Source: an optimization exercise on an open RTL-to-GDS flow (aim: small area). Production flows keep margins and buffers that such runs may drop. In this exercise RTL edits were held to simulation tests only and were not proved equivalent to the original. Power and IR drop assume default switching activity.

`flow/design.v`:
```
module simp_core (
    input  wire        clk,
    input  wire        rst,
    output wire [11:0] imem_addr,
    input  wire [47:0] imem_rdata,
    output wire [11:0] dmem_addr,
    input  wire [31:0] dmem_rdata,
    output reg         dmem_we,
    output reg  [31:0] dmem_wdata,
    input  wire        irq2,
    output reg         dma_start,
    output wire        dma_write,
    output wire [6:0]  dma_sector,
    output wire [11:0] dma_buffer,
    output reg         fb_we,
    output wire [15:0] fb_addr,
    output wire [7:0]  fb_data,
    output wire [31:0] leds,
    output wire [31:0] display7seg,
    output reg         halted,
    output reg         faulted
);
    localparam OP_ADD  = 8'd0,  OP_SUB  = 8'd1,  OP_MAC  = 8'd2,  OP_AND  = 8'd3;
    localparam OP_OR   = 8'd4,  OP_XOR  = 8'd5,  OP_SLL  = 8'd6,  OP_SRA  = 8'd7;
    localparam OP_SRL  = 8'd8,  OP_BEQ  = 8'd9,  OP_BNE  = 8'd10, OP_BLT  = 8'd11;
    localparam OP_BGT  = 8'd12, OP_BLE  = 8'd13, OP_BGE  = 8'd14, OP_JAL  = 8'd15;
    localparam OP_LW   = 8'd16, OP_SW   = 8'd17, OP_RETI = 8'd18, OP_IN   = 8'd19;
    localparam OP_OUT  = 8'd20, OP_HALT = 8'd21;
    localparam IO_IRQ0EN = 0,  IO_IRQ1EN = 1,  IO_IRQ2EN = 2;
    localparam IO_IRQ0ST = 3,  IO_IRQ1ST = 4,  IO_IRQ2ST = 5;
    localparam IO_HANDLER = 6, IO_RETURN = 7,  IO_CLKS = 8;
    localparam IO_LEDS = 9,    IO_SEG = 10,    IO_TMREN = 11;
    localparam IO_TMRCUR = 12, IO_TMRMAX = 13, IO_DISKCMD = 14;
    localparam IO_DISKSEC = 15, IO_DISKBUF = 16, IO_DISKST = 17;
    localparam IO_MONADDR = 20, IO_MONDATA = 21, IO_MONCMD = 22;
    reg [11:0] pc;
    reg [31:0] regs [0:15];      
    reg [31:0] ior  [0:22];
    reg [10:0] disk_timer;
    reg [31:0] cycle;
    wire [7:0]  op   = imem_rdata[47:40];
    wire [3:0]  rd   = imem_rdata[39:36];
    wire [3:0]  rs   = imem_rdata[35:32];
    wire [3:0]  rt   = imem_rdata[31:28];
    wire [3:0]  rm   = imem_rdata[27:24];
    wire [31:0] imm1 = {{20{imem_rdata[23]}}, imem_rdata[23:12]};
    wire [31:0] imm2 = {{20{imem_rdata[11]}}, imem_rdata[11:0]};
    function [31:0] rdreg(input [3:0] idx);
        begin
            if (idx == 4'd1)      rdreg = imm1;
            else if (idx == 4'd2) rdreg = imm2;
            else                  rdreg = regs[idx];
        end
    endfunction
    wire [31:0] va = rdreg(rs);
    wire [31:0] vb = rdreg(rt);
    wire [31:0] vc = rdreg(rm);
    wire [31:0] vd = rdreg(rd);
    wire [31:0] ea     = va + vb;
    wire        mem_ok = (ea[31:12] == 20'd0);
    wire        io_ok  = (ea < 32'd23);
    wire [4:0]  ioa    = ea[4:0];
    wire [11:0] pc_inc = pc + 12'd1;
    reg [31:0] alu;
    always @(*) begin
        case (op)
            OP_ADD:  alu = va + vb + vc;
            OP_SUB:  alu = va - vb - vc;
            OP_MAC:  alu = va * vb + vc;
            OP_AND:  alu = va & vb & vc;
            OP_OR:   alu = va | vb | vc;
            OP_XOR:  alu = va ^ vb ^ vc;
            OP_SLL:  alu = va << vb[4:0];
            OP_SRA:  alu = $signed(va) >>> vb[4:0];
            OP_SRL:  alu = va >> vb[4:0];
            default: alu = 32'd0;
        endcase
    end
    reg taken;
    always @(*) begin
        case (op)
            OP_BEQ:  taken = (va == vb);
            OP_BNE:  taken = (va != vb);
            OP_BLT:  taken = ($signed(va) <  $signed(vb));
            OP_BGT:  taken = ($signed(va) >  $signed(vb));
            OP_BLE:  taken = ($signed(va) <= $signed(vb));
            OP_BGE:  taken = ($signed(va) >= $signed(vb));
            default: taken = 1'b0;
        endcase
    end
    reg [31:0] io_rdata;
    always @(*) begin
        if (ioa == IO_CLKS)        io_rdata = cycle;
        else if (ioa == IO_IRQ2ST) io_rdata = 32'd0;
        else if (ioa < 5'd23)      io_rdata = ior[ioa];
        else                       io_rdata = 32'd0;
    end
    reg [31:0] ior_n [0:22];
    reg [11:0] pc_n;
    reg        rf_we;
    reg [31:0] rf_wd;
    reg [10:0] disk_timer_n;
    reg        issued;
    reg        halt_now;
    reg        fault_now;
    reg [31:0] tmr;
    reg        c0, c1, c2;
    integer    i;
    assign dmem_addr  = ea[11:0];
    assign dma_write  = (vc == 32'd2);
    assign dma_sector = ior[IO_DISKSEC][6:0];
    assign dma_buffer = ior[IO_DISKBUF][11:0];
    assign fb_addr    = ior[IO_MONADDR][15:0];
    assign fb_data    = ior[IO_MONDATA][7:0];
    assign imem_addr  = pc;
    assign leds        = ior[IO_LEDS];
    assign display7seg = ior[IO_SEG];
    always @(*) begin
        for (i = 0; i < 23; i = i + 1)
            ior_n[i] = ior[i];
        ior_n[IO_CLKS]   = cycle;
        ior_n[IO_IRQ2ST] = 32'd0;
        pc_n         = pc_inc;
        rf_we        = 1'b0;
        rf_wd        = alu;
        dmem_we      = 1'b0;
        dmem_wdata   = vd + vc;
        dma_start    = 1'b0;
        fb_we        = 1'b0;
        disk_timer_n = disk_timer;
        issued       = 1'b0;
        halt_now     = 1'b0;
        fault_now    = 1'b0;
        tmr          = 32'd0;
        c0 = 1'b0; c1 = 1'b0; c2 = 1'b0;
        case (op)
            OP_ADD, OP_SUB, OP_MAC, OP_AND, OP_OR, OP_XOR, OP_SLL, OP_SRA, OP_SRL: begin
                rf_we = 1'b1;
                rf_wd = alu;
            end
            OP_BEQ, OP_BNE, OP_BLT, OP_BGT, OP_BLE, OP_BGE: begin
                if (taken) pc_n = vc[11:0];
            end
            OP_JAL: begin
                rf_we = 1'b1;
                rf_wd = {20'd0, pc_inc};
                pc_n  = (rd == rm) ? pc_inc : vc[11:0];
            end
            OP_LW: begin
                if (!mem_ok) fault_now = 1'b1;
                else begin
                    rf_we = 1'b1;
                    rf_wd = dmem_rdata + vc;
                end
            end
            OP_SW: begin
                if (!mem_ok) fault_now = 1'b1;
                else dmem_we = 1'b1;
            end
            OP_RETI: begin
                if (io_ok) pc_n = ior[IO_RETURN][11:0];
            end
            OP_IN: begin
                if (io_ok) begin
                    rf_we = 1'b1;
                    rf_wd = io_rdata;
                    if (ioa == IO_MONCMD) ior_n[IO_MONCMD] = 32'd0;
                end
            end
            OP_OUT: begin
                if (io_ok) begin
                    for (i = 0; i < 23; i = i + 1)
                        if (ioa == i[4:0]) ior_n[i] = vc;
                    if (ioa == IO_DISKCMD && ior[IO_DISKST] == 32'd0 &&
                        (vc == 32'd1 || vc == 32'd2)) begin
                        if (ior[IO_DISKSEC] > 32'd127 || ior[IO_DISKBUF] > 32'd3968)
                            fault_now = 1'b1;
                        else begin
                            dma_start          = 1'b1;
                            ior_n[IO_DISKST]   = 32'd1;
                            disk_timer_n       = 11'd1024;
                            issued             = 1'b1;
                        end
                    end
                    if (ioa == IO_MONCMD && vc == 32'd1)
                        fb_we = 1'b1;
                end
            end
            OP_HALT: begin
                pc_n = pc;
                if (disk_timer == 11'd0) halt_now = 1'b1;
            end
            default: fault_now = 1'b1;
        endcase
        if (!halt_now && !fault_now) begin
            if (irq2) ior_n[IO_IRQ2ST] = 32'd1;
            if (disk_timer_n != 11'd0 && !issued) begin
                disk_timer_n = disk_timer_n - 11'd1;
                if (disk_timer_n == 11'd0) begin
                    ior_n[IO_DISKST]  = 32'd0;
                    ior_n[IO_DISKCMD] = 32'd0;
                    ior_n[IO_IRQ1ST]  = 32'd1;
                end
            end
            if (ior_n[IO_TMREN] == 32'd1) begin
                tmr = ior_n[IO_TMRCUR] + 32'd1;
                if (tmr == ior_n[IO_TMRMAX]) begin
                    ior_n[IO_IRQ0ST] = 32'd1;
                    tmr = 32'd0;
                end
                ior_n[IO_TMRCUR] = tmr;
            end
            c0 = (ior_n[IO_IRQ0EN] & ior_n[IO_IRQ0ST]) != 32'd0;
            c1 = (ior_n[IO_IRQ1EN] & ior_n[IO_IRQ1ST]) != 32'd0;
            c2 = (ior_n[IO_IRQ2EN] & ior_n[IO_IRQ2ST]) != 32'd0;
            if ((c0 || c1 || c2) && pc_n != ior_n[IO_HANDLER][11:0]) begin
                ior_n[IO_RETURN] = {20'd0, pc_n};
                pc_n = ior_n[IO_HANDLER][11:0];
                if (c0) ior_n[IO_IRQ0ST] = 32'd0;
                if (c1) ior_n[IO_IRQ1ST] = 32'd0;
                if (c2) ior_n[IO_IRQ2ST] = 32'd0;
            end
        end
        if (rst || halted || faulted || fault_now) begin
            dmem_we   = 1'b0;
            dma_start = 1'b0;
            fb_we     = 1'b0;
        end
    end
    always @(posedge clk) begin
        if (rst) begin
            pc         <= 12'd0;
            disk_timer <= 11'd0;
            cycle      <= 32'd0;
            halted     <= 1'b0;
            faulted    <= 1'b0;
            for (i = 0; i < 16; i = i + 1) regs[i] <= 32'd0;
            for (i = 0; i < 23; i = i + 1) ior[i]  <= 32'd0;
        end else if (!halted && !faulted) begin
            if (fault_now) begin
                faulted <= 1'b1;
            end else if (halt_now) begin
                halted <= 1'b1;
                cycle  <= cycle + 32'd1;
            end else begin
                pc         <= pc_n;
                disk_timer <= disk_timer_n;
                cycle      <= cycle + 32'd1;
                if (rf_we) regs[rd] <= rf_wd;
                for (i = 0; i < 23; i = i + 1) ior[i] <= ior_n[i];
            end
        end
    end
endmodule
```
`flow/run.sh`:
```
#!/bin/bash
# synth_recipe.tcl (not shown) runs the flow's synth.tcl, then flattens the netlist and writes it again
# the make line also repeats each setting of config.mk as NAME=value (left out here)
make -C /OpenROAD-flow-scripts/flow DESIGN_CONFIG=/design/flow/config.mk WORK_HOME=/design/flow/orfs CLKGATE_MAP_FILE= SYNTH_SCRIPT=/design/flow/synth_recipe.tcl finish
```
`flow/config.mk`:
```
export PLATFORM = sky130hd
export DESIGN_NAME = simp_core
export DESIGN_NICKNAME = simp_core
export VERILOG_FILES = /design/flow/design.v
export SDC_FILE = /design/flow/constraint.sdc
export NUM_CORES = 4
export LEC_CHECK = 0
export CAP_MARGIN = 20
export CORE_MARGIN = 2
export CORE_UTILIZATION = 35
export SLEW_MARGIN = 20
```
`flow/constraint.sdc`:
```
create_clock -name core_clock -period 16.0 [get_ports {clk}]
set_input_delay 3.2000 -clock core_clock [delete_from_list [all_inputs] [get_ports {clk}]]
set_output_delay 3.2000 -clock core_clock [all_outputs]
set_load 0.01 [all_outputs]
```
==> results by group <==
Clock tree
  • Clock Latency Late Sink: between 0.8 and 0.9 ns
  • Setup Buffers After CTS: 0
  • Post_cts resized: 0
  • Cts hold-fix bufs: 0
  • Total clock buffers created by CTS: 144
  • TritonCTS clock tree: done
  • CTS Root Buffer Type: clkbuf_16
  • Reg clk slew, reported paths: 0.06 ns
  • Clock tree sinks: approximately 1,200
  • H-tree depth: 4
  • Maximum buffer depth of the clock tree: 4

Setup path
  • Startpoint types: primary input
  • Arr. time, crit path: around 12 ns
  • Worst-path maximum fanout: 57
  • Crit path required time: roughly 13 ns
  • Max stage delay on crit path: around 0.64 ns
  • CP endpoint kind: output pin
  • Setup Crit Path Kind: primary input to output pin
  • Slowest CP cell: clkdlybuf4s50_1

STA
  • Final setup vio count: 0
  • Setup Skew: ~0.098 ns
  • Tcrit/Tclk final: between 90% and 100%
  • Worst hold slack: ~0.45 ns
  • Setup_tns: 0 ns
  • RSZ-0062 raised after global routing: false
  • Final WS setup: around 0.85 ns
  • Peak Freq: between 60 and 70 MHz
  • Tmin final: ~15 ns
  • Worst slew pin tran: about 1.3 ns
  • Rel. slew slack: 10.2%
  • Max Slew Vio Count: 0
  • Hold Violations, Final: 0

Cells and area
  • Share of cells above drive strength 1: about 14%
  • Final Non-Filler Cells: 14,727
  • Combined area of the multi-input logic cells: between 60,000 and 70,000 µm²
  • Synth-to-Final Area Change: 12.1%
  • Reg area: approximately 30,000 µm²
  • Fillers: around 29,000
  • Total Nets Final: 11,733

Pwr
  • P_sw: between 10 and 15 mW
  • Sw frac: roughly 53%
  • Post-layout power: about 24 mW
  • Reg power frac: 13.8%
  • Peak VDD IR: 1.03 mV
  • Comb power frac: between 70% and 80%
  • Clock power share: 13.8%
  • PwrDens: roughly 210 nW/µm²
  • Internal power: roughly 11 mW
  • Leak Pwr: between 40 and 50 nW

GRT
  • Grt met1 use: around 41%
  • Pin count of the biggest net entering global routing: between 150 and 200
  • M2 GR Usage: 50.8%
  • Initial antenna violation count: 41
  • Number of global-route vias before repair: approximately 91,000
  • First-pass GRT wire length: between 700,000 and 800,000 µm
  • GRT busiest layer: met2
  • Met3 layer usage reported by global route: between 10% and 20%
  • All-Layer GR Usage: between 30% and 40%
  • Gr ovfl total: 0

Floorplanning
  • Initial core utilization: a little over a third
  • Total die area: just under 300,000 µm²
  • Core area: 288,000 µm²
  • Die height: between 500 and 600 µm
  • # rows: 197
  • Die width: about 540 µm
  • I/O pins: 252

Synthesis
  • Ys async rst share: 0%
  • Mapped Cells: roughly 11,000
  • Mapped Nets: roughly 12,000
  • Yosys reg bits: between 1,000 and 1,500
  • Area leader, netlist: edfxtp_1
  • Avg Inst Size Synth: just over 9 µm²
  • Count of cell types in the netlist: ~120
  • Ys flop type: dfxtp_1
  • YS warnings: 3
  • Post-Syn Area: between 100,000 and 150,000 µm²
  • Top cells by area, synth: edfxtp_1, dfxtp_1, mux4_2
  • Synth cell count leaders: nor2_1, nand2_1, dfxtp_1, clkbuf_1, inv_1
  • EDFF count, synth: about 500
  • Top-area cell type share of the netlist area: between 10% and 20%
  • Top-count cell post-synth: nor2_1
  • Sequential share of the synthesized area: 29.3%

Worst hold path
  • HP Class: flop to flop

Drt
  • Vias: about 98,000
  • Via density: roughly 6.7
  • DRT iter0 DRCs: 16,810
  • DRC violations left: 0
  • First-pass detailed-route iteration total: 14
  • DRT antenna net count: 0
  • Post-DR wirelength/cell: between 30 and 40 µm
  • Routed WL: 529,000 µm

Placement
  • Placed insts: roughly 14,000
  • I/O Buffers: 251
  • Routability congestion estimate: between 1 and 1.5
  • Dpl hpwl: ~380,000 µm
  • Pre-CTS WS: ~1.1 ns

Outcome
  • Outcome: no timing/DRC/antenna violations

Flow run
  • Maxcap violations: 0
[critical path: cells and delay by family]
| family | cells | cell delay [ns] |
|---|---|---|
| simple gates | 10 | 3.07 |
| buf+inv | 6 | 2.48 |
| compound gates | 6 | 1.78 |
| mux | 2 | 0.94 |
| fa+ha+maj | 1 | 0.42 |
[final cells by class]
cell class,instances,share of cell area [%]
sequential,1230,26.1
antenna,22,0.0485
clock inverter,55,0.494
tap,3781,4.17
timing repair buffer,678,5.13
inverter,706,2.33
clock buffer,188,3.53
multi-input combinational,8067,58.2
[power by group through the flow]
stage                     clock, mW  sequential, mW  combinational [mW]
final                          3.35            3.36                17.6
after global routing           3.47            3.37                18.9
after CTS                      3.34            3.36                17.0
after detailed placement          0            3.43                16.9
after global placement            0            3.43                16.8
after floorplan                   0            3.40                11.1
[cell families (layout without fill, tap and decap cells)]
kind of cell | after synthesis | in the layout | synth area share (%)
fa+ha+maj | 823 | 823 | 13.7
xor+xnor | 321 | 321 | 2.78
flops | 1230 | 1230 | 29.3
simple gates | 3536 | 3536 | 15.1
compound gates | 2664 | 2664 | 18.2
other cells | 0 | 22 | 0
buf+inv | 1682 | 1627 | 6.52
mux | 723 | 723 | 14.5
[layout by cell type (no fill, tap or decap), types with 46 or more instances in the layout]
| cell type | synthesis | layout |
|---|---|---|
| nor4_1 | 78 | 68 |
| a21oi_1 | 532 | 523 |
| edfxtp_1 | 501 | 501 |
| buf_4 | 49 | 417 |
| a31oi_1 | 79 | 69 |
| a22o_1 | 46 | 46 |
| clkdlybuf4s50_1 | 0 | 235 |
| xnor2_1 | 214 | 212 |
| o21ai_0 | 362 | 345 |
| o22ai_1 | 124 | 124 |
| mux4_2 | 591 | 591 |
| fa_1 | 473 | 473 |
| a221oi_1 | 84 | 79 |
| a21o_1 | 59 | 59 |
| mux2i_1 | 101 | 101 |
| dfxtp_1 | 729 | 729 |
| clkbuf_16 | 0 | 147 |
| nor3_1 | 171 | 161 |
| nand3_1 | 192 | 185 |
| nand4_1 | 93 | 93 |
| xor2_1 | 107 | 106 |
| ha_1 | 350 | 350 |
| nor2_1 | 1745 | 1720 |
| nand2_1 | 918 | 906 |
| a22oi_1 | 284 | 283 |
| a222oi_1 | 67 | 67 |
| inv_1 | 690 | 686 |
| and3_1 | 54 | 51 |
| a211oi_1 | 534 | 523 |
[worst paths after layout]
kind	slack, ns	startpoint	end	cells after the start
setup reg to reg	4.63	regs[0][4]$_SDFFCE_PN0P_	ior[7][10]$_SDFFE_PP0P_	32
setup / recovery	0.85	imem_rdata[33]	fb_we	25
hold reg to reg	0.45	ior[22][18]$_SDFFE_PP0P_	ior[22][18]$_SDFFE_PP0P_	2
hold / removal	0.45	ior[22][18]$_SDFFE_PP0P_	ior[22][18]$_SDFFE_PP0P_	2
[metrics by stage]
| stage | cell area, µm² | util (%) |
|---|---|---|
| 4_1_cts | 113000 | 39.4 |
| 3_3_place_gp | 109000 | 37.8 |
| 6_report | 114000 | 39.4 |
| 3_5_place_dp | 109000 | 37.8 |
| 2_1_floorplan | 101000 | - |
| 5_1_grt | 114000 | 39.4 |
[state kept, by name, summed over array words and instances, names as in the netlist]
signal / flops
faulted: 1
cycle: 32
pc: 12
ior: 672
regs: 501
halted: 1
disk_timer: 11
[layer usage]
layer  share of wire, %  up-vias  wire length [µm]
met4                 11       30             55600
met3                 14     2098             73300
li1                   -    39683                 -
met2                 42     8241            220000
met5              0.054        -               284
met1                 34    47964            179000

[what the ideal ports hide]
Ports are ideal in the flow. The routed layout listed here was re-timed in OpenROAD. Step 1 (the two cells are an assumption about what drives the block):
set clk [get_ports {clk}]
set_driving_cell -lib_cell sky130_fd_sc_hd__clkbuf_16 $clk
set_driving_cell -lib_cell sky130_fd_sc_hd__buf_2 [delete_from_list [all_inputs] $clk]
Step 2 times the ports against the registers' clock, not the clock port: input delays grow and output delays shrink by t, the midpoint of the rising clock arrivals with the driver on. Three values: no drivers, after step 1, after step 2; two values: the first two.
t (ns): 0.946
setup slack, ns: 0.846 / 0.807 / 0.807
hold slack, ns: 0.453 / 0.453 / 0.453
worst setup path at the end: input to output
After both steps this run still meets setup and hold. For this run, drivers alone change the setup slack by -0.039 ns; drivers and shift together by -0.039 ns.
